This design comes from an exercise in tuning for small area, a short achievable clock period and few clock cycles per item on the open sky130 flow, not from production work.
At most, simulation tests tie the RTL to the original design; equivalence was not proved.

==> flow/design.v (excerpt) <==
module takum_unit (
    input  wire        clk,
    input  wire        rst,
    input  wire        req_valid,
    output wire        req_ready,
    input  wire [3:0]  op,
    input  wire [15:0] a,
    input  wire [15:0] b,
    input  wire [31:0] k,
    input  wire        f_s,
    input  wire        f_d,
    input  wire [2:0]  f_r,
    input  wire [6:0]  f_c,
    input  wire [10:0] f_m,
    input  wire        l_sign,
    input  wire [20:0] l_in,
    output reg         resp_valid,
    output wire [15:0] y,
    output wire [1:0]  cls,
    output wire        g_s,
    output wire        g_d,
    output wire [2:0]  g_r,
    output wire [2:0]  g_rv,
    output wire [5:0]  g_p,
    output wire [6:0]  g_c,
    output wire [10:0] g_m,
    output wire        l_sign_out,
    output wire [20:0] l_out
);
Size: ~3700 cells after synthesis, about 250 flip-flops, ~190 I/O pins, roughly 0.023 sq mm of cells after synthesis.
export LEC_CHECK = 0
export ABC_AREA = 1
export CAP_MARGIN = 20
export CORE_MARGIN = 2
export CORE_UTILIZATION = 55
export CTS_CLUSTER_DIAMETER = 80
export CTS_CLUSTER_SIZE = 25
export SLEW_MARGIN = 20
create_clock -name core_clock -period 90.0 [get_ports {clk}]
standard.sh (not shown) runs the stock make flow with config.mk's settings and CLKGATE_MAP_FILE= SYNTH_SCRIPT=/design/flow/synth_recipe.tcl, a recipe that flattens the netlist after the stock synthesis.
==> flow/flow/run.sh <==
#!/bin/bash
# The standard layout, with plain buffers (buf_1) on the ports instead of
# the delay cell buffer_ports picks by default.
set -euo pipefail
export BUFFER_PORTS_ARGS="-buffer_cell sky130_fd_sc_hd__buf_1"
bash standard.sh finish > standard.log 2>&1
The starting point passed the timing, DRC and antenna checks.
Testbench counts at the start, summed over its fixed seeds: cycles 24,040, items 24,000.
Change:
--- a/flow/design.v
+++ b/flow/design.v
@@ -52,39 +52,22 @@
         reg          c;
         integer      j;
         begin
             c = ci;
             for (j = 0; j < 21; j = j + 1) begin
                 inc21[j] = x[j] ^ c;
                 c        = x[j] & c;
             end
             inc21[21] = c;
         end
     endfunction
-    function [21:0] pinc21;          
-        input [20:0] x;
-        input        ci;
-        reg   [20:0] p;
-        integer      l, j;
-        begin
-            p = x;
-            for (l = 0; l < 5; l = l + 1)
-                for (j = 0; j < 21; j = j + 1)
-                    if ((j >> l) & 1)
-                        p[j] = p[j] & p[((j >> l) << l) - 1];
-            pinc21[0] = x[0] ^ ci;
-            for (j = 1; j < 21; j = j + 1)
-                pinc21[j] = x[j] ^ (ci & p[j-1]);
-            pinc21[21] = ci & p[20];
-        end
-    endfunction
     function [21:0] add21;           
         input [20:0] x;
         input [20:0] y;
         input        ci;
         reg          c;
         integer      j;
         begin
             c = ci;
             for (j = 0; j < 21; j = j + 1) begin
                 add21[j] = x[j] ^ y[j] ^ c;
                 c        = (x[j] & y[j]) | (x[j] & c) | (y[j] & c);
@@ -137,23 +120,23 @@
     wire        bn = b0[15] ~^ b0[14];
     wire a_zero = (a0 == 16'h0000);
     wire a_nar  = (a0 == 16'h8000);
     wire b_zero = (b0 == 16'h0000);
     wire b_nar  = (b0 == 16'h8000);
     wire a_neg  = a0[15] & ~a_nar;
     wire sa     = a0[15];
     wire sb     = b0[15];
     wire k_zero = ~k31 & kz & (klo == 20'd0);
     wire k_pos  = ~k31 & ~k_zero;
     wire        msub = an ^ bn ^ op0[0];
-    wire [21:0] mt   = {1'b0, am} + ({1'b0, bm} ^ {21{msub}}) + msub;
+    wire [21:0] mt   = add21({1'b0, am}, {1'b0, bm} ^ {21{msub}}, msub);
     wire        mneg = msub & mt[20];                    
     wire        movf = ~msub & (mt[19] | (&mt[18:11]));  
     wire        lovf = lin0[20] ? (~lin0[19] | ((lin0[18:12] == 7'd0) & (~lin0[11] | (lin0[10:0] == 11'd0))))
                                 : (lin0[19] | (&lin0[18:11]));
     wire [21:0] kn   = inc21({1'b0, klo ^ {20{k31}}}, k31);
     wire        kbig = k31 ? ~(ko & (klo != 20'd0)) : ~kz;
     wire [19:0] ksat = kbig ? 20'hFFFFF : kn[19:0];
     reg         povf;
     integer     i;
     always @(*) begin
         povf = 1'b0;
@@ -323,23 +306,23 @@
     wire [19:0] acc_f = acc_w[20];
     wire [19:0] sr_f  = sr_w[20];
     wire [7:0]  ctl_f = ctl_w[20];
     wire        vf    = ctl_f[7];
     wire        mulf  = ctl_f[6];
     wire        sf    = ctl_f[5];
     wire        nf    = ctl_f[4];
     wire [1:0]  kindf = ctl_f[3:2];
     wire [1:0]  spf   = ctl_f[1:0];
     wire [20:0] mag  = mulf ? {acc_f, 1'b0} : {1'b0, sr_f};
     wire        stin = ~mulf & (|acc_f);
-    wire [21:0] uh   = pinc21({13'd0, mag[19:12]}, 1'b1);       
+    wire [21:0] uh   = inc21({13'd0, mag[19:12]}, 1'b1);       
     wire [7:0]  uhi  = uh[7:0];
     wire        sat  = mag[20] | uh[8];
     reg  [2:0]  rg;
     always @(*) begin
         casez (uhi)
             8'b1???????: rg = 3'd7;
             8'b01??????: rg = 3'd6;
             8'b001?????: rg = 3'd5;
             8'b0001????: rg = 3'd4;
             8'b00001???: rg = 3'd3;
             8'b000001??: rg = 3'd2;
@@ -351,23 +334,23 @@
     wire [19:0] ush   = u >> rg;
     wire [10:0] mant  = ush[11:1];
     wire        rbit  = ush[0];
     wire [7:0]  lmask = ~(8'hFF << rg);
     wire        stk   = (|(u[7:0] & lmask)) | stin;
     wire        rup   = rbit & (stk | mant[0]);
     wire [15:0] body  = {2'b01, rg, mant};
     wire        bmax  = &body[14:0];
     wire [15:0] bsel  = sat ? (nf ? 16'h0000 : 16'h7FFF) : (nf ? (body ^ 16'h8000) : body);
     wire        rsel  = ~sat & rup & (nf | ~bmax);
     wire        wneg  = sf ^ nf;
-    wire [21:0] wsum  = pinc21({5'd0, bsel ^ {16{wneg}}}, rsel ^ wneg);
+    wire [21:0] wsum  = inc21({5'd0, bsel ^ {16{wneg}}}, rsel ^ wneg);
     wire [15:0] w     = wsum[15:0];
     wire [15:0] yar   = (spf == SP_NAR)  ? 16'h8000 :
                         (spf == SP_ZERO) ? 16'h0000 :
                         (spf == SP_MAX)  ? {sf, {14{~sf}}, 1'b1} : w;
     wire [15:0] fa    = sr_f[15:0];
     wire [2:0]  dr    = fa[14] ? fa[13:11] : ~fa[13:11];
     wire [3:0]  dp    = 4'd11 - {1'b0, dr};
     wire [10:0] dc    = fa[10:0] >> dp;
     wire [10:0] dm    = fa[10:0] & ~(11'h7FF << dp);
     reg [28:0] o;
     reg [1:0]  oc;
- worst hold slack hardly moves
- wire length goes down by 3.2%
- cell count goes down by 5.5%
- global-route usage goes down by 0.28 points
- synthesized cell count goes down by 6.4%
- setup slack got worse by 2.1 ns
- count of clock-buffer cells in the layout goes up by 2
- flip-flop and latch count is unchanged
The RTL of the second run of this note was laid out without a check of its function.

==> what the ideal ports hide <==
The flow's constraints put no driver on any port. The routed layouts listed below were extracted and timed again, unchanged, in two steps.
Step 1 assumes that a clkbuf_16 drives the clock port and a buf_2 every other input.
Step 2 adds t to the input delays and takes it off the output delays; t is the mean of the earliest and latest rising clock arrival at the registers after step 1. Input paths then give back, and output paths get back, about the clock's delay inside the block.
Three values: no drivers, after step 1, after step 2; two values: the first two.
| run | t (ns) | slack for setup (ns) | pins driven straight from the clock port |
|---|---|---|---|
| the first run | 0.580 | 70.646 / 70.676 / 70.096 | 1 |
| the second run | 0.586 | 68.588 / 68.588 / 68.588 | 1 |
After both steps every run listed still meets setup and hold. For the first run, which loses most, drivers alone change the setup slack by +0.030 ns; drivers and shift together by -0.550 ns.
